What follows belongs to an exercise in optimizing a design on an open flow for small area; a production flow would make more cautious choices. At most, simulation tests tie the RTL to the original design; equivalence was not proved. No functional check of the RTL was part of runs 1 and 2. The flow treats the clock pin as an ideal source, which a real chip does not have. Power and IR drop assume default switching activity.

**flow/run.sh**
```bash
#!/bin/bash
# synth_recipe.tcl (not shown) runs the flow's synth.tcl, then flattens the netlist and writes it again
# the make line also repeats each setting of config.mk as NAME=value (left out here)
make -C /OpenROAD-flow-scripts/flow DESIGN_CONFIG=/design/flow/config.mk WORK_HOME=/design/flow/orfs CLKGATE_MAP_FILE= SYNTH_SCRIPT=/design/flow/synth_recipe.tcl finish
```
**flow/constraint.sdc**
```tcl
create_clock -name core_clock -period 5.0 [get_ports {clk}]
set_input_delay 1.0000 -clock core_clock [delete_from_list [all_inputs] [get_ports {clk}]]
set_output_delay 1.0000 -clock core_clock [all_outputs]
set_load 0.01 [all_outputs]
```
**flow/config.mk**
```make
export PLATFORM = sky130hd
export DESIGN_NAME = fcp
export DESIGN_NICKNAME = fcp
export VERILOG_FILES = /design/flow/design.v
export SDC_FILE = /design/flow/constraint.sdc
export NUM_CORES = 4
export LEC_CHECK = 0
export CAP_MARGIN = 20
export CORE_MARGIN = 2
export CORE_UTILIZATION = 40
export PLACE_DENSITY = 0.6
export SLEW_MARGIN = 20
```
**flow/design.v**
```verilog
module fcp #(
    parameter PMAX = 64                  
) (
    input  wire        clk,
    input  wire        rst,              
    input  wire        req_valid,
    input  wire [35:0] req,
    output reg         rsp_valid,
    output wire [49:0] rsp
);
    localparam [3:0] OP_NOP      = 4'h0,
                     OP_CSINIT   = 4'h1,
                     OP_CSADD    = 4'h2,
                     OP_CSFIN    = 4'h3,
                     OP_ENCSTART = 4'h4,
                     OP_ENCPAY   = 4'h5,
                     OP_ENCEMIT  = 4'h6,
                     OP_ENCABORT = 4'h7,
                     OP_HDPUSH   = 4'h8,
                     OP_HDGET    = 4'h9,
                     OP_HDCLR    = 4'hA,
                     OP_PACK     = 4'hB,
                     OP_UNPACK   = 4'hC;
    localparam [1:0] ST_OK            = 2'd0,
                     ST_REFUSED_STATE = 2'd1,
                     ST_REFUSED_LEN   = 2'd2,
                     ST_ILLEGAL_OP    = 2'd3;
    localparam [1:0] E_IDLE = 2'd0,
                     E_FILL = 2'd1,
                     E_EMIT = 2'd2;
    wire [3:0]  opsel = req[35:32];
    wire [31:0] arg   = req[31:0];
    wire [7:0]  b     = arg[7:0];
    reg  [7:0]  acc;
    reg  [1:0]  estate;
    reg  [7:0]  t_type;
    reg  [7:0]  t_id;
    reg  [6:0]  t_len;       
    reg  [6:0]  cnt;         
    reg  [2:0]  hcnt;
    reg         hvalid;
    reg  [47:0] hdr;         
    reg  [7:0]  pb [0:63];   
    reg  [31:0] rsp_lo;      
    reg  [1:0]  rsp_st;
    reg         rsp_hdget;   
    wire enc_idle = (estate == E_IDLE);
    wire enc_fill = (estate == E_FILL);
    wire enc_emit = (estate == E_EMIT);
    wire [6:0] cnt_inc  = cnt + 7'd1;
    wire       cnt_last = (cnt_inc == t_len);
    wire [5:0] lm1      = t_len[5:0] - 6'd1;    
    wire [7:0] pay_byte = pb[{3'b111, lm1[2:0]}];
    reg  [7:0] hdr_byte;
    always @(*) begin
        case (cnt[2:0])
            3'd2:    hdr_byte = ~acc;
            3'd3:    hdr_byte = 8'h03;
            3'd4:    hdr_byte = t_type;
            3'd5:    hdr_byte = t_id;
            3'd6:    hdr_byte = {1'b0, t_len};
            default: hdr_byte = 8'h00;
        endcase
    end
    wire [7:0] emit_byte = cnt[6] ? hdr_byte : pay_byte;
    wire [7:0] hdr_acc = arg[7:0] + arg[15:8] + arg[23:16] + 8'd2;
    wire       len_big = (arg[31:16] > 16'd64);
    reg  [1:0]  status;
    reg  [31:0] data;
    always @(*) begin
        status = ST_OK;
        data   = 32'd0;
        case (opsel)
            OP_NOP, OP_ENCABORT, OP_HDCLR: ;
            OP_CSINIT, OP_CSADD:
                if (!enc_idle) status = ST_REFUSED_STATE;
            OP_CSFIN:
                if (!enc_idle) status = ST_REFUSED_STATE;
                else           data[7:0] = ~acc;
            OP_ENCSTART:
                if (!enc_idle)    status = ST_REFUSED_STATE;
                else if (len_big) status = ST_REFUSED_LEN;
            OP_ENCPAY:
                if (!enc_fill) status = ST_REFUSED_STATE;
            OP_ENCEMIT:
                if (!enc_emit) status = ST_REFUSED_STATE;
                else           data[8:0] = {cnt_last, emit_byte};
            OP_HDPUSH:
                data[0] = (hcnt == 3'd5);
            OP_HDGET:
                if (!hvalid) status = ST_REFUSED_STATE;
                else         data = hdr[31:0];
            OP_PACK:
                data = {arg[27:0], 4'b0000};
            OP_UNPACK:
                data = {arg[2:0], arg[3], arg[31:10], arg[9:4]};
            default:
                status = ST_ILLEGAL_OP;
        endcase
    end
    wire do_op = req_valid && !rst && (status == ST_OK);
    wire do_pay  = do_op && (opsel == OP_ENCPAY);
    wire do_emit = do_op && (opsel == OP_ENCEMIT);
    wire shift   = do_pay || (do_emit && !cnt[6]);
    always @(posedge clk) begin
        if (rst) begin
            acc    <= 8'hFF;
            estate <= E_IDLE;
            hcnt   <= 3'd0;
            hvalid <= 1'b0;
        end else if (do_op) begin
            case (opsel)
                OP_CSINIT: acc <= 8'hFF;
                OP_CSADD:  acc <= acc + b;
                OP_ENCSTART: begin
                    t_type <= arg[7:0];
                    t_id   <= arg[15:8];
                    t_len  <= arg[22:16];
                    acc    <= hdr_acc;
                    if (arg[22:16] == 7'd0) begin
                        estate <= E_EMIT;
                        cnt    <= 7'd122;
                    end else begin
                        estate <= E_FILL;
                        cnt    <= 7'd0;
                    end
                end
                OP_ENCPAY: begin
                    acc <= acc + b;
                    if (cnt_last) begin
                        estate <= E_EMIT;
                        cnt    <= 7'd122;
                    end else begin
                        cnt    <= cnt_inc;
                    end
                end
                OP_ENCEMIT: begin
                    cnt <= cnt_inc;
                    if (cnt_last)
                        estate <= E_IDLE;
                end
                OP_ENCABORT: estate <= E_IDLE;
                OP_HDPUSH: begin
                    hdr    <= {b, hdr[47:8]};
                    hvalid <= (hcnt == 3'd5);
                    hcnt   <= (hcnt == 3'd5) ? 3'd0 : hcnt + 3'd1;
                end
                OP_HDCLR: begin
                    hcnt   <= 3'd0;
                    hvalid <= 1'b0;
                end
                default: ;
            endcase
        end
    end
    integer i;
    always @(posedge clk) begin
        if (shift) begin
            for (i = 1; i < 64; i = i + 1) begin
                if (i % 8 == 0 && lm1[5:3] == 3'd7 - i / 8)
                    pb[i] <= b;
                else
                    pb[i] <= pb[i-1];
            end
            pb[0] <= b;
        end
    end
    always @(posedge clk) begin
        if (rst) rsp_valid <= 1'b0;
        else     rsp_valid <= req_valid;
        rsp_st    <= status;
        rsp_lo    <= data;
        rsp_hdget <= (opsel == OP_HDGET) && hvalid;
    end
    assign rsp = {rsp_st, rsp_hdget ? hdr[47:32] : 16'd0, rsp_lo};
endmodule
```
==> results of run 1 <==
## worst max-delay path, stage by stage
cell and delay, ns:
clkdlybuf4s50_1 1.06, or2b_2 0.26, o22ai_1 0.15, nor4_4 0.39
buf_12 0.35, buf_12 0.42
## final cells by class
cell class | instances | area (um^2) | area share [%]
Timing Repair Buffer | 114 | 1166 | 4.339
Inverter | 39 | 146.4 | 0.5447
Sequential cell | 640 | 18720 | 69.65
Clock inverter | 24 | 267.8 | 0.9964
Tap cell | 756 | 945.9 | 3.520
Multi-Input combinational cell | 501 | 3891 | 14.48
Clock buffer | 90 | 1738 | 6.467
## logic make-up after synthesis
group | after synthesis | synth area share, %
DFF | 640 | 81.81
and+or+nand+nor | 191 | 4.424
AOI/OAI and AO/OA | 188 | 5.846
buffers and inverters | 82 | 1.422
muxes | 74 | 3.866
adders and majority gates | 29 | 1.848
xor gates and xnor gates | 19 | 0.7874
## power by group through the flow
stage	clock, W	sequential (W)	combinational, W
after floorplan	0	0.00594	0.000159
after global placement	0	0.00593	0.000313
after detailed placement	0	0.00593	0.000316
after CTS	0.00466	0.00582	0.000318
after global routing	0.00488	0.00582	0.000347
final	0.00453	0.00582	0.000318
## sequential cells by signal, summed over array words and instances, names as in the netlist, 3 cells and up
register	flops
pb	512
hdr	48
rsp_lo	32
acc	8
t_id	8
t_type	8
cnt	7
t_len	7
hcnt	3
## per-stage QoR
| step | area (um^2) | setup TNS (ns) |
|---|---|---|
| finish | 26870 | 0 |
| global route | 26870 | 0 |
| CTS | 26870 | 0 |
| detailed placement | 24870 | 0 |
| global placement | 24870 | 0 |
| floorplan | 22920 | -6787.22 |
## routing by layer
layer / part of all wire [%] / track usage [%] / vias up
li1: - / - / 5085
met1: 48 / 23.69 / 5810
met2: 42 / 20.39 / 388
met3: 7.2 / 3.494 / 83
met4: 2.5 / 4.547 / 0
met5: 0 / 0 / -
## worst min-delay path by stage
stage	endpoint	depth (start not counted)
6_report	pb[60][6]	0
5_1_grt	pb[60][6]	0
4_1_cts	pb[60][6]	0
3_5_place_dp	pb[12][1]	0
3_3_place_gp	pb[47][2]	0
2_1_floorplan	pb[10][0]	0
## placed cells by master (no fill, tap or decap), types with 12 or more instances in the layout
master / count
edfxtp_1: 590
clkdlybuf4s50_1: 89
clkbuf_16: 63
mux2_2: 55
dfxtp_1: 50
nor2_1: 43
nand2_1: 40
inv_1: 39
o21ai_0: 38
a21oi_1: 31
a222oi_1: 25
ha_1: 21
clkbuf_1: 21
and2_1: 18
buf_4: 18
nor2b_1: 14
nor3_1: 14
mux2i_1: 13
clkinv_2: 13
xnor2_1: 12
==> results.cfg, run 1 <==
[status]
outcome = finished clean

[grt]
track_usage_pct = 15.00
grt_pass1_wl_mm = 67.56
grt_max_degree = 90
antenna_found_initial = 3
overflow = 0
grt_pass1_vias = 10984

[logic_synthesis]
synth_common_cells = edfxtp_1, mux2_2, dfxtp_1
synth_edf_count = 590
ys_types = 69
synth_top_area_share_pct = 77.43
yosys.area.top_type = edfxtp_1
post-synth-top-count-cell = edfxtp_1
synth-async-reset-ratio_pct = 0
syn_avg_cell_area_um2 = 18.71
synth_fp_nets = 1291
ys_seq_elements = 640
synth_top_flop_cell = edfxtp_1
synthTopCellsByArea = edfxtp_1, dfxtp_1, mux2_2, ha_1, a222oi_1
seq_area_frac_synth_pct = 81.81
syn_area_um2 = 22880
syn_inst = 1223
yosysWarnings = 2

[setup_path]
reg2reg_depth = 8
critPathCaptureType = flip-flop
reg2reg_from = cnt[2]
start_kind = primary input
worstSetupPathType = primary input to flip-flop
crit_fanout = 89
required_ns = 5.28
cp.arrival_ns = 3.75
reg2reg_to = cnt[6]
crit_end = pb[2][3]
critPathLaunch = req[33]
rrSetupSlack_ns = 2.05

[sta]
slew_headroom_pct = 37.72
setup_viol = 0
drv_slew = 0
worst_pin_slew_ns = 0.9324
holdWs_ns = 0.4027
fin_worst_skew_ns = 0.06376
fmaxAchievable_mhz = 287.9
setup_ws_ns = 1.527
period_minus_slack_ns = 3.473
hold_viol = 0
fin_crit_sh_pct = 69.46
rsz0062_at_grt = no

[clock_tree]
path_clk_slew_ns = 0.06
ctsHoldBuffers = 0
cts_max_path_buffers = 3
postCtsResizedCells = 0
postCtsSetupRepairBufs = 0
h-tree-depth = 2
root_buffer = clkbuf_16
insertion_delay_ns = 0.65
numCtsBuffers = 61
cts_tree = yes
cts.sinks = 640

[placed_design]
place_hpwl_mm = 27.53
dp.cells = 2050
io_buffers = 89
place_congestion = 0.8820
pre_cts_ws_ns = 0.8974

[final_layout]
stdcell_count = 2164
nets = 1425
drive_gt1_share_pct = 13.42
nFillCells = 4712
area_growth_syn_to_layout_pct = 17.45
finalCoreUtilization_pct = 47.57
diodes = 0

[pwr]
netSwitchingPower_w = 0.002162
p_leak_nw = 8.796
clkPwrFrac_pct = 42.5
powerDensity_nw_per_um2 = 397.1
p_comb_share_pct = 3.0
ir_worst_vdd_mv = 0.3379
seqPwrFrac_pct = 54.5
power_w = 0.01067
p_int_w = 0.008509
p_sw_share_pct = 20.26

[route]
wirelength_mm = 44.86
wl_per_cell_um = 20.73
drc_errors = 0
routed_via_density = 5.252
drt_first_iter_violations = 1452
first_pass_iters = 8
vias = 11366
ant_nets = 0

[floorplan]
ios = 90
die_width_um = 243.2
fp.coreArea_um2 = 56500
row_count = 87
dieArea_um2 = 59130
die_height_um = 243.2
start_util_pct = 40.50

[flow_run]
drv_cap = 0

[hold_path]
hp-class = flip-flop to flip-flop
min_from = pb[59][6]
==> run 2, diff against run 1 <==
--- a/flow/config.mk
+++ b/flow/config.mk
@@ -8,5 +8,6 @@
 export CAP_MARGIN = 20
 export CORE_MARGIN = 2
 export CORE_UTILIZATION = 40
+export CTS_BUF_LIST = sky130_fd_sc_hd__clkbuf_4 sky130_fd_sc_hd__clkbuf_8
 export PLACE_DENSITY = 0.6
 export SLEW_MARGIN = 20
==> run 2 against run 1 <==
Compared with the run above:
- register-to-register slack about the same
- clock skew decreased by 0.021 ns
- area after synthesis unchanged
- still clean on timing, DRC and antenna
- first-iteration DRC count increased by 2.1%
- critical endpoint unchanged
- critical path depth unchanged
- worst hold slack improved by 0.0024 ns
- sequential cell count unchanged
- worst setup slack improved by 0.037 ns
- power decreased by 1.6%
- largest power group unchanged
==> results.cfg, run 2 <==
[final_layout]
largest_reg_flops = 512
stdcell_area_um2 = 26860
nets = 1463
nFillCells = 4742
top_regs = pb: 512 flops, hdr: 48 flops, rsp_lo: 32 flops
area_growth_syn_to_layout_pct = 17.40
stdcell_count = 2232
diodes = 0
mostFrequentLayoutCells = edfxtp_1, clkbuf_8, clkdlybuf4s50_1
final_common_cell = edfxtp_1
largest_register = pb
drive_gt1_share_pct = 17.34

[setup_path]
worstSetupPathType = primary input to flip-flop
cp.arrival_ns = 3.76
start_kind = primary input
critPathCaptureType = flip-flop
crit_fanout = 89
required_ns = 5.32
reg2reg_depth = 6

[sta]
fin_worst_skew_ns = 0.04234
setup_ws_ns = 1.563
hold_viol = 0
rsz0062_at_grt = no
tns_ns = 0
drv_slew = 0
fin_crit_sh_pct = 68.73
fmaxAchievable_mhz = 291.0
period_minus_slack_ns = 3.437
setup_viol = 0
slew_headroom_pct = 37.15
worst_pin_slew_ns = 0.9409

[route]
vias = 11605
ant_nets = 0
drt_first_iter_violations = 1483
drc_errors = 0
wirelength_mm = 45.68
wl_per_cell_um = 20.46
routed_via_density = 5.199
first_pass_iters = 14

[floorplan]
die_width_um = 243.2
start_util_pct = 40.50
row_count = 87
dieArea_um2 = 59130
die_height_um = 243.2
fp.coreArea_um2 = 56500
ios = 90

[hold_path]
hold_depth = 0
hp-class = flip-flop to flip-flop

[grt]
grt_max_degree = 90
track_usage_pct = 15.31
overflow = 0
grt_pass1_wl_mm = 68.74
grt_pass1_vias = 11388
antenna_found_initial = 3

[flow_run]
drv_cap = 0

[status]
outcome = finished clean

[clock_tree]
cts_tree = yes
path_clk_slew_ns = 0.07
insertion_delay_ns = 0.69
numCtsBuffers = 99
root_buffer = clkbuf_8
h-tree-depth = 3
cts.sinks = 640
postCtsResizedCells = 0
ctsHoldBuffers = 0
postCtsSetupRepairBufs = 0
cts_max_path_buffers = 3

[logic_synthesis]
syn_area_um2 = 22880
synthTopCellsByArea = edfxtp_1, dfxtp_1, mux2_2, ha_1, a222oi_1
syn_avg_cell_area_um2 = 18.71
syn_inst = 1223
synth_fp_nets = 1291
synth-async-reset-ratio_pct = 0
ys_seq_elements = 640
ys_types = 69
synth_common_cells = edfxtp_1, mux2_2, dfxtp_1
synth_edf_count = 590
post-synth-top-count-cell = edfxtp_1
yosysWarnings = 2
synth_top_area_share_pct = 77.43
seq_area_frac_synth_pct = 81.81
yosys.area.top_type = edfxtp_1
synth_top_flop_cell = edfxtp_1

[placed_design]
placed_area_um2 = 24870
io_buffers = 89
place_hpwl_mm = 27.53
place_congestion = 0.8820
dp.cells = 2050
pre_cts_ws_ns = 0.8974

[pwr]
powerDensity_nw_per_um2 = 391.0
ir_worst_vdd_mv = 0.2344
p_leak_nw = 8.874
-- run 2: cell counts after synthesis --
Identical to the previous run, type by type.
-- run 2: worst paths after layout --
kind / slack (ns) / startpoint / to
setup reg to reg: 2.05 / t_len[2] / pb[48][7]
hold reg to reg: 0.41 / pb[35][2] / pb[36][2]
hold / removal: 0.41 / pb[35][2] / pb[36][2]
setup / recovery: 1.56 / req[33] / pb[2][3]
-- run 2: metal layers --
| metal | routed length (um) | vias to the layer above | track usage [%] |
|---|---|---|---|
| met1 | 21670 | 5902 | 23.60 |
| met2 | 19450 | 439 | 20.78 |
| met3 | 3536 | 89 | 4.379 |
| met5 | 0 | - | 0 |
| met4 | 1021 | 0 | 4.800 |
| li1 | - | 5175 | - |
-- run 2: cell families (layout without fill, tap and decap cells) --
family	count (synthesis)	count (layout)	share of synthesized area (%)
flops	640	640	81.81
simple gates	191	191	4.424
compound gates	188	188	5.846
buf+inv	82	335	1.422
mux	74	74	3.866
fa+ha+maj	29	29	1.848
xor+xnor	19	19	0.7874
-- run 2: layout make-up --
| cell class | instances | area (um^2) | area share, % |
|---|---|---|---|
| sequential | 640 | 18720 | 69.68 |
| multi-input combinational | 501 | 3891 | 14.49 |
| clock buffer | 137 | 1692 | 6.297 |
| timing repair buffer | 114 | 1166 | 4.341 |
| tap | 756 | 945.9 | 3.521 |
| clock inverter | 45 | 302.8 | 1.127 |
| inverter | 39 | 146.4 | 0.5450 |
-- run 2: power by group --
group / switching (W) / internal [W]
registers: 0.0000141 / 0.00581
logic: 0.000194 / 0.000127
clock network: 0.00201 / 0.00236
-- run 2: critical path: stages --
cell and delay [ns]:
clkdlybuf4s50_1 1.06, or2b_2 0.26, o22ai_1 0.15, nor4_4 0.39
buf_12 0.35, buf_12 0.41
-- run 2: through the flow --
stage | hold slack [ns] | utilization [%] | power [W]
floorplan | 0.4003 | - | 0.006103
global placement | 0.4004 | 44.02 | 0.006246
detailed placement | 0.4045 | 44.02 | 0.006249
CTS | 0.4077 | 47.55 | 0.01064
global route | 0.4135 | 47.55 | 0.01091
finish | 0.4052 | 47.55 | 0.01050
==> run 3, diff against run 2 <==
--- a/flow/design.v
+++ b/flow/design.v
@@ -37,24 +37,32 @@
     reg  [7:0]  t_id;
     reg  [6:0]  t_len;       
     reg  [6:0]  cnt;         
-    reg  [2:0]  hcnt;
-    reg         hvalid;
+    reg  [2:0]  hst;         
     reg  [47:0] hdr;         
     reg  [7:0]  pb [0:63];   
     reg  [31:0] rsp_lo;      
     reg  [1:0]  rsp_st;
     reg         rsp_hdget;   
+    wire hvalid   = (hst == 3'd6);
     wire enc_idle = (estate == E_IDLE);
     wire enc_fill = (estate == E_FILL);
     wire enc_emit = (estate == E_EMIT);
     wire [6:0] cnt_inc  = cnt + 7'd1;
     wire       cnt_last = (cnt_inc == t_len);
     wire [5:0] lm1      = t_len[5:0] - 6'd1;    
-    wire [7:0] pay_byte = pb[{3'b111, lm1[2:0]}];
+    wire [2:0] sft      = ~lm1[2:0];
+    wire [2:0] hk       = cnt[2:0] - 3'd2;      
+    wire [7:0] pay_byte = (sft == 3'd7) ? pb[62] : pb[63];
+    wire       is_start = (opsel == OP_ENCSTART);
+    wire       ysel_len = (opsel == OP_ENCEMIT) || (opsel == OP_ENCABORT);
+    wire       pending  = enc_fill || (enc_emit && cnt == 7'd122);
+    wire [7:0] add_x    = is_start ? arg[7:0] : acc;
+    wire [7:0] add_y    = is_start ? arg[15:8] : ysel_len ? {1'b0, t_len} : b;
+    wire [7:0] add_s    = add_x + add_y + {7'd0, is_start | ysel_len};
     reg  [7:0] hdr_byte;
     always @(*) begin
         case (cnt[2:0])
-            3'd2:    hdr_byte = ~acc;
+            3'd2:    hdr_byte = ~add_s;
             3'd3:    hdr_byte = 8'h03;
             3'd4:    hdr_byte = t_type;
             3'd5:    hdr_byte = t_id;
@@ -63,7 +71,6 @@
         endcase
     end
     wire [7:0] emit_byte = cnt[6] ? hdr_byte : pay_byte;
-    wire [7:0] hdr_acc = arg[7:0] + arg[15:8] + arg[23:16] + 8'd2;
     wire       len_big = (arg[31:16] > 16'd64);
     reg  [1:0]  status;
     reg  [31:0] data;
@@ -86,7 +93,7 @@
                 if (!enc_emit) status = ST_REFUSED_STATE;
                 else           data[8:0] = {cnt_last, emit_byte};
             OP_HDPUSH:
-                data[0] = (hcnt == 3'd5);
+                data[0] = (hst == 3'd5);
             OP_HDGET:
                 if (!hvalid) status = ST_REFUSED_STATE;
                 else         data = hdr[31:0];
@@ -101,22 +108,21 @@
     wire do_op = req_valid && !rst && (status == ST_OK);
     wire do_pay  = do_op && (opsel == OP_ENCPAY);
     wire do_emit = do_op && (opsel == OP_ENCEMIT);
-    wire shift   = do_pay || (do_emit && !cnt[6]);
+    wire shift   = do_pay || (do_emit && (!cnt[6] || hk < sft));
     always @(posedge clk) begin
         if (rst) begin
             acc    <= 8'hFF;
             estate <= E_IDLE;
-            hcnt   <= 3'd0;
-            hvalid <= 1'b0;
+            hst    <= 3'd0;
         end else if (do_op) begin
             case (opsel)
                 OP_CSINIT: acc <= 8'hFF;
-                OP_CSADD:  acc <= acc + b;
+                OP_CSADD:  acc <= add_s;
                 OP_ENCSTART: begin
                     t_type <= arg[7:0];
                     t_id   <= arg[15:8];
                     t_len  <= arg[22:16];
-                    acc    <= hdr_acc;
+                    acc    <= add_s;
                     if (arg[22:16] == 7'd0) begin
                         estate <= E_EMIT;
                         cnt    <= 7'd122;
@@ -126,7 +132,7 @@
                     end
                 end
                 OP_ENCPAY: begin
-                    acc <= acc + b;
+                    acc <= add_s;
                     if (cnt_last) begin
                         estate <= E_EMIT;
                         cnt    <= 7'd122;
@@ -136,19 +142,21 @@
                 end
                 OP_ENCEMIT: begin
                     cnt <= cnt_inc;
+                    if (pending)
+                        acc <= add_s;
                     if (cnt_last)
                         estate <= E_IDLE;
                 end
-                OP_ENCABORT: estate <= E_IDLE;
+                OP_ENCABORT: begin
+                    estate <= E_IDLE;
+                    if (pending)
+                        acc <= add_s;
+                end
                 OP_HDPUSH: begin
                     hdr    <= {b, hdr[47:8]};
-                    hvalid <= (hcnt == 3'd5);
-                    hcnt   <= (hcnt == 3'd5) ? 3'd0 : hcnt + 3'd1;
+                    hst    <= (hst == 3'd6) ? 3'd1 : hst + 3'd1;
                 end
-                OP_HDCLR: begin
-                    hcnt   <= 3'd0;
-                    hvalid <= 1'b0;
-                end
+                OP_HDCLR:  hst <= 3'd0;
                 default: ;
             endcase
         end
==> flow/flow/run.sh (new file) <==
#!/bin/bash
set -euo pipefail
export BUFFER_PORTS_ARGS="-buffer_cell sky130_fd_sc_hd__buf_1"
export CTS_ARGS="-sink_clustering_enable -repair_clock_nets -dont_use_dummy_load -sink_clustering_size 20 -sink_clustering_max_diameter 80 -buf_list {sky130_fd_sc_hd__clkbuf_8 sky130_fd_sc_hd__clkbuf_16}"
bash standard.sh finish > make.log 2>&1
==> flow/standard.sh (new file) <==
#!/bin/bash
# synth_recipe.tcl (not shown) runs the flow's synth.tcl, then flattens the netlist and writes it again
# the make line also repeats each setting of config.mk as NAME=value (left out here)
make -C /OpenROAD-flow-scripts/flow DESIGN_CONFIG=/design/flow/config.mk WORK_HOME=/design/flow/orfs CLKGATE_MAP_FILE= SYNTH_SCRIPT=/design/flow/synth_recipe.tcl "${@:-finish}"
--- a/flow/config.mk
+++ b/flow/config.mk
@@ -8,6 +8,5 @@
 export CAP_MARGIN = 20
 export CORE_MARGIN = 2
 export CORE_UTILIZATION = 40
-export CTS_BUF_LIST = sky130_fd_sc_hd__clkbuf_4 sky130_fd_sc_hd__clkbuf_8
 export PLACE_DENSITY = 0.6
 export SLEW_MARGIN = 20
removed: flow/run.sh
==> run 3 against run 2 <==
Compared with the run above:
- still clean
- worst hold slack worse by 0.024 ns
- count of clock-buffer cells in the layout down 98
- sequential cell count down 1
- synthesized cell count down 8.0%
- global-route usage down 1.2 points
- clock skew down 0.00073 ns
- utilization down 2.6 points
- largest cell class unchanged
==> results.cfg, run 3 <==
[sta]
rsz0062_at_grt = no
worst_pin_slew_ns = 1.136
fin_worst_skew_ns = 0.04161
setup_viol = 0
drv_slew = 0
hold_viol = 0
fin_crit_sh_pct = 73.81
fmaxAchievable_mhz = 271.0
tns_ns = 0
period_minus_slack_ns = 3.690
slew_headroom_pct = 23.71

[logic_synthesis]
syn_inst = 1125
ys_seq_elements = 639
yosys.area.top_type = edfxtp_1
synth_top_area_share_pct = 79.84
synth_fp_nets = 1183
synth_edf_count = 590
syn_avg_cell_area_um2 = 19.72
yosysWarnings = 2
seq_area_frac_synth_pct = 84.26
ys_types = 69
synth_top_flop_cell = edfxtp_1
synthTopCellsByArea = edfxtp_1, dfxtp_1, mux2_1, mux2_2, a222oi_1
synth-async-reset-ratio_pct = 0
syn_area_um2 = 22190
synth_common_cells = edfxtp_1, dfxtp_1, clkbuf_1, inv_1, mux2_1
post-synth-top-count-cell = edfxtp_1

[floorplan]
fp.coreArea_um2 = 54990
row_count = 86
die_width_um = 239.5
die_height_um = 239.5
dieArea_um2 = 57370
ios = 90
start_util_pct = 40.36

[clock_tree]
postCtsSetupRepairBufs = 0
path_clk_slew_ns = 0.08
ctsHoldBuffers = 0
cts_max_path_buffers = 3
h-tree-depth = 2
postCtsResizedCells = 0
numCtsBuffers = 39
cts.sinks = 639
root_buffer = clkbuf_16
insertion_delay_ns = 0.59
cts_tree = yes

[placed_design]
placed_area_um2 = 23760
io_buffers = 89
place_congestion = 0.8538
place_hpwl_mm = 25.27
dp.cells = 1957

[setup_path]
path_buf_inv = 1
reg2reg_to = pb[6][6]
cp_slowest_stage_delay_ns = 0.48
cp.depth = 12
required_ns = 5.42
rrSetupSlack_ns = 1.57
crit_fanout = 12
cp.arrival_ns = 4.11
crit_end = rsp_lo[6]
worstSetupPathType = primary input to flip-flop
reg2reg_depth = 11
cpLargestDelayFamily = simple AND/OR/NAND/NOR gates
critPathSlowestCell = fa_1
reg2reg_from = t_len[1]
critPathLaunch = req[34]
critPathCaptureType = flip-flop
start_kind = primary input
path_cells = buf_1, nor2b_1, and2_1, a221oi_1, fa_1, fa_1, nor2b_1, o21ai_0, nand2b_1, a31oi_1, xor2_1, a211o_1

[pwr]
power_w = 0.009016
p_leak_nw = 7.883
powerDensity_nw_per_um2 = 364.4
clkPwrFrac_pct = 32.7
p_sw_share_pct = 19.33
p_int_w = 0.007274
ir_worst_vdd_mv = 0.2842
seqPwrFrac_pct = 64.6
netSwitchingPower_w = 0.001742
p_comb_share_pct = 2.8

[final_layout]
largest_register = pb
stdcell_area_um2 = 24740
multiInputGateArea_um2 = 3221
stdcell_count = 1998
mostFrequentLayoutCells = edfxtp_1, buf_1, dfxtp_1
largest_reg_flops = 512
drive_gt1_share_pct = 9.535
nFillCells = 4672
register_area_um2 = 18700
top_regs = pb: 512 flops, hdr: 48 flops, rsp_lo: 32 flops
area_growth_syn_to_layout_pct = 11.49
final_common_cell = edfxtp_1
nets = 1308

[flow_run]
drv_cap = 0

[route]
wirelength_mm = 40.31
drt_first_iter_violations = 1195
routed_via_density = 5.102
wl_per_cell_um = 20.18
first_pass_iters = 6
vias = 10193
drc_errors = 0
ant_nets = 0

[grt]
overflow = 0
grt_pass1_wl_mm = 60.69
grt_max_degree = 71
antenna_found_initial = 4
grt_pass1_vias = 9793
track_usage_pct = 14.12

[hold_path]
hp-class = flip-flop to flip-flop
min_from = pb[4][7]
hold_depth = 0

[status]
outcome = finished clean
## run 3: cell types whose count changed after synthesis, sizes merged, moves of 7 or more
| cell | before | now |
|---|---|---|
| a211oi | 7 | 0 |
| mux2 | 55 | 62 |
| nand2 | 41 | 18 |
| nor2 | 45 | 30 |
| nor3 | 16 | 24 |
| o211ai | 9 | 2 |
| o21ai | 42 | 29 |
| xor2 | 6 | 13 |
## run 3: kinds of logic after synthesis
family	synth area share (%)
DFF	84.26
and+or+nand+nor	3.829
AOI/OAI and AO/OA	4.742
buffers and inverters	1.421
muxes	3.597
xor gates and xnor gates	1.009
adders and majority gates	1.139
## run 3: area by class of cell
class,instances,share of cell area [%]
Timing Repair Buffer,127,3.110
Multi-Input combinational cell,407,13.02
Clock buffer,39,3.945
Antenna cell,2,0.02023
Tap cell,748,3.783
Inverter,36,0.5462
Sequential cell,639,75.58
## run 3: per-layer routing
layer | wire [um] | share of wire [%] | global-route usage [%] | up-vias
met5 | 0 | 0 | 0 | -
met4 | 923 | 2.3 | 4.811 | 0
met3 | 3081 | 7.6 | 3.607 | 59
met2 | 17700 | 44 | 20.11 | 262
met1 | 18610 | 46 | 21.03 | 5234
li1 | - | - | - | 4638
## run 3: worst reg2reg max path, cell delays in order (launching register included)
cell,delay [ns]
edfxtp_1,0.55
inv_1,0.12
ha_1,0.30
xor2_1,0.18
ha_1,0.31
o21ai_0,0.07
nand2b_1,0.12
a31oi_1,0.19
a21oi_1,0.10
nor2_4,0.58
buf_12,0.27
buf_12,0.28
## run 3: worst min-delay path by stage
stage                     end  slack (ns)
floorplan           pb[10][0]        0.40
detailed placement  pb[14][2]        0.40
global route         pb[5][7]        0.39
finish               pb[5][7]        0.38
global placement    pb[58][7]        0.40
CTS                  pb[5][7]        0.38
## run 3: stage by stage
| stage | hold WS, ns | setup WS (ns) | utilization, % |
|---|---|---|---|
| final | 0.3816 | 1.310 | 44.99 |
| after global routing | 0.3869 | 1.048 | 44.98 |
| after CTS | 0.3838 | 1.357 | 44.98 |
| after detailed placement | 0.4045 | 0.7771 | 43.21 |
| after global placement | 0.4004 | 0.8429 | 43.21 |
| after floorplan | 0.4003 | -5.194 | - |
## run 3: power by group through the flow
stage          Combinational (W)  Sequential (W)  Clock (W)
2_1_floorplan           0.000138         0.00595          0
3_3_place_gp            0.000250         0.00594          0
3_5_place_dp            0.000251         0.00594          0
4_1_cts                 0.000252         0.00582    0.00306
5_1_grt                 0.000274         0.00582    0.00323
6_report                0.000251         0.00582    0.00295
==> run 4, diff against run 3 <==
==> flow/flow/run.sh (replaced) <==
#!/bin/bash
set -euo pipefail
export BUFFER_PORTS_ARGS="-buffer_cell sky130_fd_sc_hd__buf_1"
export CTS_ARGS="-sink_clustering_enable -repair_clock_nets -dont_use_dummy_load -sink_clustering_size 25 -sink_clustering_max_diameter 100 -buf_list {sky130_fd_sc_hd__clkbuf_8 sky130_fd_sc_hd__clkbuf_16}"
bash standard.sh finish > make.log 2>&1
==> run 4 against run 3 <==
Compared with the run above:
- via count is 0.27% lower
- largest cell class unchanged
- sequential cell count unchanged
- still clean
- worst setup slack better by 0.041 ns
- worst hold slack better by 0.019 ns
- synthesized cell count is the same
- final cell count shrank 0.55%
- first-iteration DRC count shrank 6.0%
- routed wire length shrank 1.3%
- highest routed layer unchanged
==> results.cfg, run 4 <==
[sta]
worst_pin_slew_ns = 1.154
tns_ns = 0
drv_slew = 0
fmaxAchievable_mhz = 274.0
setup_viol = 0
period_minus_slack_ns = 3.649
hold_viol = 0
fin_worst_skew_ns = 0.04694
slew_headroom_pct = 22.47
rsz0062_at_grt = no
fin_crit_sh_pct = 72.98

[logic_synthesis]
seq_area_frac_synth_pct = 84.26
synthSimpleGateAreaFrac_pct = 3.829
syn_inst = 1125
yosys.area.top_type = edfxtp_1
synth_common_cells = edfxtp_1, dfxtp_1, clkbuf_1, inv_1, mux2_1
yosysWarnings = 2
synth_top_area_share_pct = 79.84
ys_seq_elements = 639
ys_types = 69
synth_xor_area_share_pct = 1.009
post-synth-top-count-cell = edfxtp_1
synth-async-reset-ratio_pct = 0
synthMuxAreaShare_pct = 3.597
synth_fp_nets = 1183
synth_top_flop_cell = edfxtp_1
synth_compound_area_share_pct = 4.742
synthTopCellsByArea = edfxtp_1, dfxtp_1, mux2_1, mux2_2, a222oi_1
synthAdderAreaFrac_pct = 1.139
syn_area_um2 = 22190
syn_avg_cell_area_um2 = 19.72
synth_top_family_by_area = compound AO/OA/AOI/OAI gates
synth_edf_count = 590

[grt]
grt_pass1_wl_mm = 59.84
grt_pass1_vias = 9664
met1_usage_pct = 20.99
use_met3_pct = 3.077
grt-busiest-layer = met1
overflow = 0
grt_use_met2_pct = 20.07
track_usage_pct = 13.73
grt_max_degree = 71
antenna_found_initial = 3

[final_layout]
drive_gt1_share_pct = 8.805
mostFrequentLayoutCells = edfxtp_1, buf_1, dfxtp_1
largest_reg_flops = 512
register_area_um2 = 18700
largest_register = pb
nFillCells = 4701
top_regs = pb: 512 flops, hdr: 48 flops, rsp_lo: 32 flops
area_growth_syn_to_layout_pct = 10.35
final_common_cell = edfxtp_1
nets = 1298
multiInputGateArea_um2 = 3221

[clock_tree]
postCtsResizedCells = 0
postCtsSetupRepairBufs = 0
h-tree-depth = 1
path_clk_slew_ns = 0.09
cts.sinks = 639
ctsHoldBuffers = 0
root_buffer = clkbuf_16
numCtsBuffers = 29
cts_max_path_buffers = 3
insertion_delay_ns = 0.60
cts_tree = yes

[route]
vias = 10165
ant_nets = 0
drt_first_iter_violations = 1123
drc_errors = 0
wirelength_mm = 39.78
routed_via_density = 5.116
first_pass_iters = 7
wl_per_cell_um = 20.02

[setup_path]
cp_slowest_stage_delay_ns = 0.48
worstSetupPathType = primary input to flip-flop
crit_fanout = 12
path_cells = buf_1, nor2b_1, and2_1, a221oi_1, fa_1, fa_1, nor2b_1, o21ai_0, nand2b_1, a31oi_1, xor2_1, a211o_1
start_kind = primary input
cp.arrival_ns = 4.10
critPathCaptureType = flip-flop
required_ns = 5.45
path_buf_inv = 1
critPathSlowestCell = fa_1
cpLargestDelayFamily = simple AND/OR/NAND/NOR gates

[pwr]
ir_worst_vdd_mv = 0.2841
powerDensity_nw_per_um2 = 349.8
power_w = 0.008566
p_leak_nw = 7.760

[floorplan]
die_height_um = 239.5
dieArea_um2 = 57370
fp.coreArea_um2 = 54990
row_count = 86
die_width_um = 239.5
ios = 90
start_util_pct = 40.36

[placed_design]
place_hpwl_mm = 25.27
place_congestion = 0.8538
io_buffers = 89

[flow_run]
drv_cap = 0

[hold_path]
hp-class = flip-flop to flip-flop

[status]
outcome = finished clean
[run 4: cell type report]
cell class                 count  area share (%)
sequential                   639           76.36
multi-input combinational    407           13.15
tap                          748           3.822
timing repair buffer         127           3.142
clock buffer                  29           2.964
inverter                      36          0.5518
antenna                        1         0.01022
[run 4: final timing paths]
| check | start | endpoint | slack (ns) | cells past startpoint |
|---|---|---|---|---|
| worst max-delay path | req[34] | rsp_lo[6] | 1.35 | 12 |
| worst min-delay path | pb[42][3] | pb[43][3] | 0.40 | 0 |
| worst max register to register | t_len[1] | pb[10][6] | 1.60 | 11 |
| worst min register to register | pb[42][3] | pb[43][3] | 0.40 | 0 |
[run 4: metal layers]
metal	up-vias	part of all wire [%]
met2	272	44
met5	-	0
met3	48	6.2
met1	5230	48
met4	0	1.9
li1	4615	-
[run 4: metrics by stage]
step           utilization (%)  instance area [um^2]  hold WS, ns  instances  worst slack [ns]
6_report                 44.53                 24490       0.4009       1987             1.351
5_1_grt                  44.53                 24480       0.4095       1986             1.084
4_1_cts                  44.53                 24480       0.3987       1986             1.389
3_5_place_dp             43.21                 23760       0.4045       1957            0.7771
3_3_place_gp             43.21                 23760       0.4004       1957            0.8429
2_1_floorplan                -                 22220       0.4003       1125            -5.194
[run 4: cells by family (layout without fill, tap and decap cells)]
group	Yosys count	in the layout
flops	639	639
simple gates	151	151
compound gates	141	141
buf+inv	79	192
mux	72	72
xor+xnor	24	24
fa+ha+maj	19	19
other cells	0	1
[run 4: power by group]
group | switching [W] | total, W | internal, W
sequential | 0.0000146 | 0.00582 | 0.00581
clock | 0.00146 | 0.00250 | 0.00103
combinational | 0.000170 | 0.000251 | 0.0000810
==> run 5, diff against run 4 <==
==> flow/flow/run.sh (replaced) <==
#!/bin/bash
set -euo pipefail
export FLOW_EXTRA_DIR="$PWD/flow"
bash standard.sh synth > make_synth.log 2>&1
export BUFFER_PORTS_ARGS="-buffer_cell sky130_fd_sc_hd__buf_1"
export CTS_ARGS="-sink_clustering_enable -repair_clock_nets -dont_use_dummy_load -sink_clustering_size 25 -sink_clustering_max_diameter 100 -buf_list {sky130_fd_sc_hd__clkbuf_8 sky130_fd_sc_hd__clkbuf_16}"
export PRE_GLOBAL_PLACE_TCL="$FLOW_EXTRA_DIR/dont_use_big.tcl"
export PRE_RESIZE_TCL="$FLOW_EXTRA_DIR/dont_use_big.tcl"
export PRE_CTS_TCL="$FLOW_EXTRA_DIR/dont_use_big.tcl"
export POST_CTS_TCL="$FLOW_EXTRA_DIR/post_cts.tcl"
export PRE_GLOBAL_ROUTE_TCL="$FLOW_EXTRA_DIR/dont_use_big.tcl"
bash standard.sh finish > make.log 2>&1
==> flow/flow/dont_use_big.tcl (new file) <==
# Keep the resizer's buffering to small buffers and inverters: the high-fanout
# nets here (shift enables, selects) have plenty of slack at 5 ns.
set_dont_use {sky130_fd_sc_hd__buf_6 sky130_fd_sc_hd__buf_8 sky130_fd_sc_hd__buf_12 sky130_fd_sc_hd__buf_16 sky130_fd_sc_hd__bufbuf_8 sky130_fd_sc_hd__bufbuf_16 sky130_fd_sc_hd__inv_6 sky130_fd_sc_hd__inv_8 sky130_fd_sc_hd__inv_12 sky130_fd_sc_hd__inv_16 sky130_fd_sc_hd__clkinv_8 sky130_fd_sc_hd__clkinv_16 sky130_fd_sc_hd__bufinv_8 sky130_fd_sc_hd__bufinv_16}
==> flow/flow/post_cts.tcl (new file) <==
# After CTS: downsize cells on paths with slack (area/power recovery),
# then legalise the placement again.
source $::env(FLOW_EXTRA_DIR)/dont_use_big.tcl
estimate_parasitics -placement
repair_timing -recover_power 100 -verbose
detailed_placement
check_placement -verbose
==> run 5 against run 4 <==
Compared with the run above:
- still clean on timing, DRC and antenna
- die area did not move
- combinational power down 4%
- clock skew grew 0.034 ns
- critical path type unchanged
- critical endpoint is now pb[13][6]
- largest power group unchanged
==> results.cfg, run 5 <==
[status]
outcome = finished clean

[grt]
use_met3_pct = 2.455
grt_use_met2_pct = 20.55
track_usage_pct = 13.89
met1_usage_pct = 21.47
antenna_found_initial = 5
overflow = 0
grt_max_degree = 59
grt_pass1_wl_mm = 60.63
grt-busiest-layer = met1
grt_pass1_vias = 9966

[sta]
fin_crit_sh_pct = 85.90
drv_slew = 0
tns_ns = 0
setup_viol = 0
rsz0062_at_grt = no
fmaxAchievable_mhz = 232.8
slew_headroom_pct = 24.30
period_minus_slack_ns = 4.295
fin_worst_skew_ns = 0.08051
hold_viol = 0
worst_pin_slew_ns = 1.136

[setup_path]
path_cells = clkbuf_1, clkbuf_1, a221o_1, or2_0, nand4_1, nor2_4, buf_4, clkbuf_1
path_common_cell = clkbuf_1
crit_fanout = 25
cp.arrival_ns = 4.54
worstSetupPathType = primary input to flip-flop
start_kind = primary input
required_ns = 5.24
critPathSlowestCell = clkbuf_1
critPathCaptureType = flip-flop
cp_slowest_stage_delay_ns = 0.72

[final_layout]
stdcell_area_um2 = 24290
mostFrequentLayoutCells = edfxtp_1, buf_1, dfxtp_1
largest_register = pb
nets = 1313
largest_reg_flops = 512
finalCoreUtilization_pct = 44.17
stdcell_count = 2003
area_growth_syn_to_layout_pct = 9.456
top_regs = pb: 512 flops, hdr: 48 flops, rsp_lo: 32 flops
nFillCells = 4760
drive_gt1_share_pct = 6.784
final_common_cell = edfxtp_1

[floorplan]
die_height_um = 239.5
row_count = 86
fp.coreArea_um2 = 54990
ios = 90
die_width_um = 239.5
dieArea_um2 = 57370
start_util_pct = 40.36

[logic_synthesis]
yosys.area.top_type = edfxtp_1
synth-async-reset-ratio_pct = 0
synth_top_family_by_area = compound AO/OA/AOI/OAI gates
synthMuxAreaShare_pct = 3.597
synthSimpleGateAreaFrac_pct = 3.829
yosysWarnings = 2
synth_common_cells = edfxtp_1, dfxtp_1, clkbuf_1, inv_1, mux2_1
syn_area_um2 = 22190
synth_top_flop_cell = edfxtp_1
ys_seq_elements = 639
syn_inst = 1125
synth_edf_count = 590
seq_area_frac_synth_pct = 84.26
synthAdderAreaFrac_pct = 1.139
synth_compound_area_share_pct = 4.742
synthTopCellsByArea = edfxtp_1, dfxtp_1, mux2_1, mux2_2, a222oi_1
synth_fp_nets = 1183
synth_top_area_share_pct = 79.84
syn_avg_cell_area_um2 = 19.72
synth_xor_area_share_pct = 1.009
post-synth-top-count-cell = edfxtp_1
ys_types = 69

[route]
drt_first_iter_violations = 1196
first_pass_iters = 8
drc_errors = 0
routed_via_density = 5.097
wirelength_mm = 40.29
wl_per_cell_um = 20.11
ant_nets = 0
vias = 10209

[flow_run]
drv_cap = 0

[placed_design]
dp.cells = 1969
placed_area_um2 = 23600
place_congestion = 0.9058
place_hpwl_mm = 25.99
io_buffers = 89

[pwr]
powerDensity_nw_per_um2 = 353.8
ir_worst_vdd_mv = 0.3044
p_leak_nw = 7.664
power_w = 0.008594

[clock_tree]
insertion_delay_ns = 0.62
path_clk_slew_ns = 0.09
cts.sinks = 639
cts_tree = yes

[hold_path]
hp-class = flip-flop to flip-flop
run 5: cell counts after synthesis:
No cell type changed its count.
run 5: cell type report:
cell class	instances	area, um^2	share of cell area [%]
Inverter	36	135.1	0.5564
Multi-Input combinational cell	407	3179	13.09
Clock buffer	30	750.7	3.091
Antenna cell	2	5.005	0.02061
Sequential cell	639	18700	76.98
Tap cell	748	935.9	3.853
Timing Repair Buffer	141	584.3	2.406
run 5: logic make-up after synthesis:
family,count (synthesis)
flip-flops,639
AND/OR/NAND/NOR,151
AO/OA/AOI/OAI,141
buffers and inverters,79
multiplexers,72
XOR/XNOR,24
adder cells (fa/ha/maj),19
run 5: power breakdown:
group	total (W)	internal, W	switching, W
Sequential	0.00582	0.00581	0.0000148
Clock	0.00253	0.00107	0.00147
Combinational	0.000242	0.0000731	0.000169
run 5: path summary, 6_finish.rpt:
| kind | startpoint | cells after the start | slack, ns | endpoint |
|---|---|---|---|---|
| min | pb[6][1] | 0 | 0.37 | pb[7][1] |
| max | req[32] | 8 | 0.70 | pb[13][6] |
| max reg2reg | t_len[1] | 11 | 1.15 | pb[13][6] |
| min reg2reg | pb[6][1] | 0 | 0.37 | pb[7][1] |
run 5: through the flow:
step / hold WS (ns) / setup slack (ns)
floorplan: 0.4003 / -5.194
global placement: 0.4003 / 0.8196
detailed placement: 0.4045 / 0.7141
global route: 0.3634 / 0.3932
finish: 0.3677 / 0.7050
run 5: worst max-delay path: cells and delay by family:
kind | cells | cell delay, ns
AOI/OAI and AO/OA | 1 | 0.28
buffers and inverters | 4 | 2.26
and+or+nand+nor | 3 | 0.97
run 5: metal layers:
layer,vias up,part of all wire (%),wire [um]
li1,4653,-,-
met1,5273,48,19390
met2,238,44,17880
met3,45,5.6,2250
met4,0,1.9,763
met5,-,0,0
==> run 6, diff against run 5 <==
==> flow/flow/run.sh (replaced) <==
#!/bin/bash
set -euo pipefail
export FLOW_EXTRA_DIR="$PWD/flow"
bash standard.sh synth > make_synth.log 2>&1
export BUFFER_PORTS_ARGS="-buffer_cell sky130_fd_sc_hd__buf_1"
export CTS_ARGS="-sink_clustering_enable -repair_clock_nets -dont_use_dummy_load -sink_clustering_size 27 -sink_clustering_max_diameter 100 -buf_list {sky130_fd_sc_hd__clkbuf_8 sky130_fd_sc_hd__clkbuf_16} -root_buf sky130_fd_sc_hd__clkbuf_8 -tree_buf sky130_fd_sc_hd__clkbuf_8"
export PRE_GLOBAL_PLACE_TCL="$FLOW_EXTRA_DIR/dont_use_big.tcl"
export PRE_RESIZE_TCL="$FLOW_EXTRA_DIR/dont_use_big.tcl"
export PRE_CTS_TCL="$FLOW_EXTRA_DIR/dont_use_big.tcl"
export POST_CTS_TCL="$FLOW_EXTRA_DIR/post_cts.tcl"
export PRE_GLOBAL_ROUTE_TCL="$FLOW_EXTRA_DIR/dont_use_big.tcl"
bash standard.sh finish > make.log 2>&1
==> run 6 against run 5 <==
Compared with the run above:
- clock skew rose by 0.064 ns
- via count increased by 0.23%
- area after synthesis stayed put
- maximum frequency shrank 0.30%
- register-to-register slack got worse by 0.10 ns
- synthesized cell count is the same
- critical endpoint is now pb[56][1]
- largest power group unchanged
==> results.cfg, run 6 <==
[hold_path]
hp-class = flip-flop to flip-flop

[placed_design]
place_congestion = 0.9058
pre_cts_ws_ns = 0.7141
placed_area_um2 = 23600
io_buffers = 89
place_hpwl_mm = 25.99

[logic_synthesis]
synth_top_flop_cell = edfxtp_1
syn_area_um2 = 22190
synth_top_area_share_pct = 79.84
synth_common_cells = edfxtp_1, dfxtp_1, clkbuf_1, inv_1, mux2_1
yosys.area.top_type = edfxtp_1
synth-async-reset-ratio_pct = 0
yosysWarnings = 2
post-synth-top-count-cell = edfxtp_1
synthTopCellsByArea = edfxtp_1, dfxtp_1, mux2_1, mux2_2, a222oi_1
synth_edf_count = 590
syn_avg_cell_area_um2 = 19.72
synth_fp_nets = 1183
ys_seq_elements = 639
seq_area_frac_synth_pct = 84.26
syn_inst = 1125
ys_types = 69

[flow_run]
drv_cap = 0

[setup_path]
critPathCaptureType = flip-flop
path_buf_inv = 4
path_cells = clkbuf_1, clkbuf_1, a221o_1, or2_0, nand4_1, nor2_4, buf_4, clkbuf_1
cp.arrival_ns = 4.58
worstSetupPathType = primary input to flip-flop
path_common_cell = clkbuf_1
cp_slowest_stage_delay_ns = 0.77
required_ns = 5.27
cpLargestDelayFamily = buffers and inverters
crit_fanout = 25
critPathSlowestCell = clkbuf_1
start_kind = primary input

[final_layout]
multiInputGateArea_um2 = 3179
stdcell_area_um2 = 24190
mostFrequentLayoutCells = edfxtp_1, buf_1, dfxtp_1
drive_gt1_share_pct = 6.475
area_growth_syn_to_layout_pct = 9.033
largest_reg_flops = 512
nFillCells = 4770
nets = 1311
final_common_cell = edfxtp_1
top_regs = pb: 512 flops, hdr: 48 flops, rsp_lo: 32 flops
register_area_um2 = 18700
largest_register = pb

[clock_tree]
cts.sinks = 639
cts_tree = yes
insertion_delay_ns = 0.76
path_clk_slew_ns = 0.10

[sta]
fin_worst_skew_ns = 0.1440
worst_pin_slew_ns = 1.146
setup_ws_ns = 0.6921
holdWs_ns = 0.3136
rsz0062_at_grt = no
drv_slew = 0
period_minus_slack_ns = 4.308
fmaxAchievable_mhz = 232.1
hold_viol = 0
fin_crit_sh_pct = 86.16
slew_headroom_pct = 23.58
setup_viol = 0

[floorplan]
fp.coreArea_um2 = 54990
ios = 90
die_width_um = 239.5
start_util_pct = 40.36
dieArea_um2 = 57370
row_count = 86
die_height_um = 239.5

[grt]
track_usage_pct = 13.86
overflow = 0
grt_pass1_wl_mm = 60.48
grt_pass1_vias = 9932
antenna_found_initial = 5
grt_max_degree = 59

[route]
drt_first_iter_violations = 1190
wl_per_cell_um = 20.11
drc_errors = 0
first_pass_iters = 7
routed_via_density = 5.116
vias = 10232
ant_nets = 0
wirelength_mm = 40.22

[status]
outcome = finished clean

[pwr]
power_w = 0.008455
ir_worst_vdd_mv = 0.3161
powerDensity_nw_per_um2 = 349.4
p_leak_nw = 7.615
-- run 6: logic make-up (layout without fill, tap and decap cells) --
family                     after synthesis  count (layout)  synth area share (%)
xor gates and xnor gates                24              24                 1.009
buffers and inverters                   79             205                 1.421
and+or+nand+nor                        151             151                 3.829
AOI/OAI and AO/OA                      141             141                 4.742
muxes                                   72              72                 3.597
adders and majority gates               19              19                 1.139
DFF                                    639             639                 84.26
other                                    0               1                     0
-- run 6: power breakdown --
part,switching [W],leakage (nW),total [W],internal (W)
clock network,0.00145,0.330,0.00239,0.000937
logic,0.000170,1.57,0.000243,0.0000730
registers,0.0000148,5.71,0.00582,0.00581
total,0.00164,7.62,0.00845,0.00682
-- run 6: layer usage --
layer / vias to the layer above / part of all wire [%] / wire (um) / global-route usage (%)
met2: 246 / 44 / 17820 / 20.60
li1: 4647 / - / - / -
met5: - / 0 / 0 / 0
met4: 0 / 1.9 / 775 / 2.917
met1: 5294 / 48 / 19280 / 21.50
met3: 45 / 5.8 / 2341 / 2.293
-- run 6: final timing paths --
check / start / slack, ns / endpoint / cells after the start
hold reg to reg: pb[48][7] / 0.31 / pb[49][7] / 0
setup / recovery: req[32] / 0.69 / pb[56][1] / 8
setup reg to reg: t_len[1] / 1.05 / pb[56][1] / 11
hold / removal: pb[48][7] / 0.31 / pb[49][7] / 0
-- run 6: final cells by class --
type,count,area share [%]
flip-flops and latches,639,77.28
multi-input cells,407,13.14
well taps,748,3.868
clock buffers,28,2.756
repair buffers,141,2.384
inverters,36,0.5585
diodes,1,0.01034
-- run 6: per-stage QoR --
step                      cells   TNS, ns  utilization (%)
after floorplan            1125  -2659.13                -
after global placement     1969         0            42.91
after detailed placement   1969         0            42.91
after global routing       1999         0            44.00
final                      2000         0            44.00

re-timing with driven ports:
The flow's constraints put no driver on any port. The routed layouts listed below were extracted and timed again, unchanged, in two steps.
Step 1: set_driving_cell puts a clkbuf_16 on clk and a buf_2 on each other input, an assumption about the parent block.
Step 2 times the ports against the registers' clock, not the clock port: input delays grow and output delays shrink by t, the midpoint of the rising clock arrivals with the driver on.
a / b / c = no drivers / after step 1 / after step 2; a / b = the first two.
run | t, ns | slack for setup (ns) | worst data-port slew with drivers (ns)
run 1 | 0.674 | 1.527 / 1.554 / 0.880 | 0.08
run 2 | 0.720 | 1.563 / 1.589 / 0.870 | 0.08
run 3 | 0.609 | 1.310 / 1.332 / 0.723 | 0.11
run 4 | 0.633 | 1.351 / 1.377 / 0.743 | 0.10
run 5 | 0.630 | 0.705 / 0.728 / 0.098 | 0.07
run 6 | 0.740 | 0.692 / 0.711 / -0.029 | 0.07
With both steps, setup timing fails in run 6, where it was met with ideal ports. The setup slack of run 6, which loses most, moves by +0.019 ns with the drivers and by -0.721 ns with both steps.
